What follows belongs to an exercise in optimizing a design on an open flow for small area, a short achievable clock period and few clock cycles per item; a production flow would make more cautious choices. Where RTL was checked, it was by simulation tests only, not by an equivalence proof against the original. No activity file was given, so power comes from the tool's default toggle rates.

==> flow/design.v (excerpt) <==
module sana_envbank (
    input  wire        clk,
    input  wire        rst,
    input  wire        in_valid,
    output wire        in_ready,
    input  wire [2:0]  in_op,
    input  wire [1:0]  in_unit,
    input  wire [79:0] in_data,
    output reg         out_valid,
    output reg  [8:0]  out_state,
    output wire [47:0] out_value,
    output reg         out_err
);
Settings: LEC_CHECK=0, CAP_MARGIN=20, CORE_MARGIN=2, CORE_UTILIZATION=40, SLEW_MARGIN=20, SYNTH_HIERARCHICAL=1, SYNTH_MINIMUM_KEEP_SIZE=0; clock period 19.0 ns.
standard.sh (not shown) runs the stock make flow with config.mk's settings and CLKGATE_MAP_FILE= SYNTH_SCRIPT=/design/flow/synth_recipe.tcl, a recipe that flattens the netlist after the stock synthesis.
==> flow/flow/run.sh <==
#!/bin/bash
# Layout: the standard flow (its synthesis unchanged), with timing repair
# aiming at a shorter cycle than the 19 ns clock: the clock, the delays at the
# ports and every other constraint stay as they are. make's output goes to
# make_flow.log; ORFS keeps each step's log under orfs/logs.
set -euo pipefail
cd "$(dirname "$0")/.."
export SETUP_SLACK_MARGIN=13.5
bash standard.sh > make_flow.log 2>&1
The first run completed with no timing, DRC or antenna violations.
Next try:
--- a/flow/flow/run.sh
+++ b/flow/flow/run.sh
@@ -7,3 +7,4 @@
 cd "$(dirname "$0")/.."
-export SETUP_SLACK_MARGIN=13.5
+export SETUP_SLACK_MARGIN=14.0
+export BUFFER_PORTS_ARGS="-buffer_cell sky130_fd_sc_hd__buf_4"
 bash standard.sh > make_flow.log 2>&1
What happened:
- global-route usage grows by 0.36 points
- worst setup slack improves by 0.43 ns
- final area goes up by 0.85%
- power climbs by 2.4%
- clock power rises by about 6%
- clock skew hardly moves
- maximum frequency grows by 8.6%
- via count went up by 1.3%
- core utilization went up by 0.39 points
Next try:
--- a/flow/flow/run.sh
+++ b/flow/flow/run.sh
@@ -7,3 +7,3 @@
 cd "$(dirname "$0")/.."
-export SETUP_SLACK_MARGIN=14.0
+export SETUP_SLACK_MARGIN=14.5
 export BUFFER_PORTS_ARGS="-buffer_cell sky130_fd_sc_hd__buf_4"
Effect: The changed run ran to the end with no violations. Die area does not change. Core utilization grows by 2.0 points. Critical path depth drops by 6. Clock-buffer cell count went down by 3. Register-to-register slack barely changes. Fmax rose by 0.77%. Final cell count went up by 2.3%.
No functional check of the RTL was part of any run of this note.


== trial 86 ==
sana_envbank, a different RTL version from the one above (not shown whole).
For scale: ~3400 cells after synthesis, ~0.036 mm2 of cells after synthesis.
==> flow/config.mk <==
export PLATFORM = sky130hd
export DESIGN_NAME = sana_envbank
export DESIGN_NICKNAME = sana_envbank
export VERILOG_FILES = /design/flow/design.v
export SDC_FILE = /design/flow/constraint.sdc
export NUM_CORES = 4
export LEC_CHECK = 0
export CAP_MARGIN = 20
export CORE_MARGIN = 2
export CORE_UTILIZATION = 60
export CTS_CLUSTER_DIAMETER = 150
export CTS_CLUSTER_SIZE = 20
export SLEW_MARGIN = 20
export SYNTH_HIERARCHICAL = 1
export SYNTH_MINIMUM_KEEP_SIZE = 0
export TNS_END_PERCENT = 10
==> flow/constraint.sdc <==
create_clock -name core_clock -period 19.0 [get_ports {clk}]
set_input_delay 3.8000 -clock core_clock [delete_from_list [all_inputs] [get_ports {clk}]]
set_output_delay 3.8000 -clock core_clock [all_outputs]
set_load 0.01 [all_outputs]
==> flow/flow/run.sh <==
#!/bin/bash
# Layout: the standard flow (its synthesis unchanged), with timing repair
# aiming at a shorter cycle than the 19 ns clock: the clock, the delays at the
# ports and every other constraint stay as they are. make's output goes to
# make_flow.log; ORFS keeps each step's log under orfs/logs.
set -euo pipefail
cd "$(dirname "$0")/.."
export SETUP_SLACK_MARGIN=14.0
export BUFFER_PORTS_ARGS="-buffer_cell sky130_fd_sc_hd__buf_4"
bash standard.sh > make_flow.log 2>&1
Trial 86 completed end to end with timing, DRC and antenna clean.
Testbench counts of trial 86, summed over its fixed seeds: cycles 36,512, items 32,000.
> inputs changed (trial 86 -> build 21)
- TNS_END_PERCENT removed (was 10)
- CORE_UTILIZATION changed from 60 to 40
[summary]
- [compare] base=trial 86 new=build 21: part of the total power dissipated in combinational logic went down by 0.5 points, global-route wire length before repair went up by 4.1%, count of buffering cells on the critical path with inverters included went down by 1, fraction of power spent switching nets went up by 0.49 points.
- Taking trial 86 as the reference point, the worst setup slack of build 21 rises by 0.046 ns.
- Reported for build 21 and trial 86, non-clock inverter count in the final layout turned out identical to the last digit.
- The fraction of the cycle the final worst path needs reported for build 21 is smaller than that of trial 86 by 0.24 points.
- Looking at full die area, build 21 sits about 50% higher than trial 86 does.
- Est. power | build 21 vs trial 86 | build 21 higher

-- static timing again, ports no longer ideal --
The flow's constraints put no driver on any port. The routed layouts listed below were extracted and timed again, unchanged, in two steps.
Step 1 assumes that a clkbuf_16 drives the clock port and a buf_2 every other input.
Step 2 adds t to the input delays and takes it off the output delays; t is the mean of the earliest and latest rising clock arrival at the registers after step 1. Input paths then give back, and output paths get back, about the clock's delay inside the block.
Slacks: ideal ports / drivers / drivers and shift; pairs: ideal ports / drivers.
run | t, ns | setup WS [ns] | slew at the worst register clock pin (ns)
the first run of note 1 | 0.714 | 13.535 / 13.467 / 12.924 | 0.07 / 0.07
the second run of note 1 | 0.708 | 13.966 / 13.964 / 13.302 | 0.07 / 0.07
the third run of note 1 | 0.721 | 14.005 / 13.937 / 13.473 | 0.07 / 0.07
trial 86 | 0.621 | 13.947 / 13.937 / 13.361 | 0.10 / 0.10
build 21 | 0.645 | 13.993 / 13.977 / 13.391 | 0.10 / 0.10
After both steps setup and hold are still met in every run listed. For the second run of note 1, which loses most, drivers alone change the setup slack by -0.002 ns; drivers and shift together by -0.664 ns.
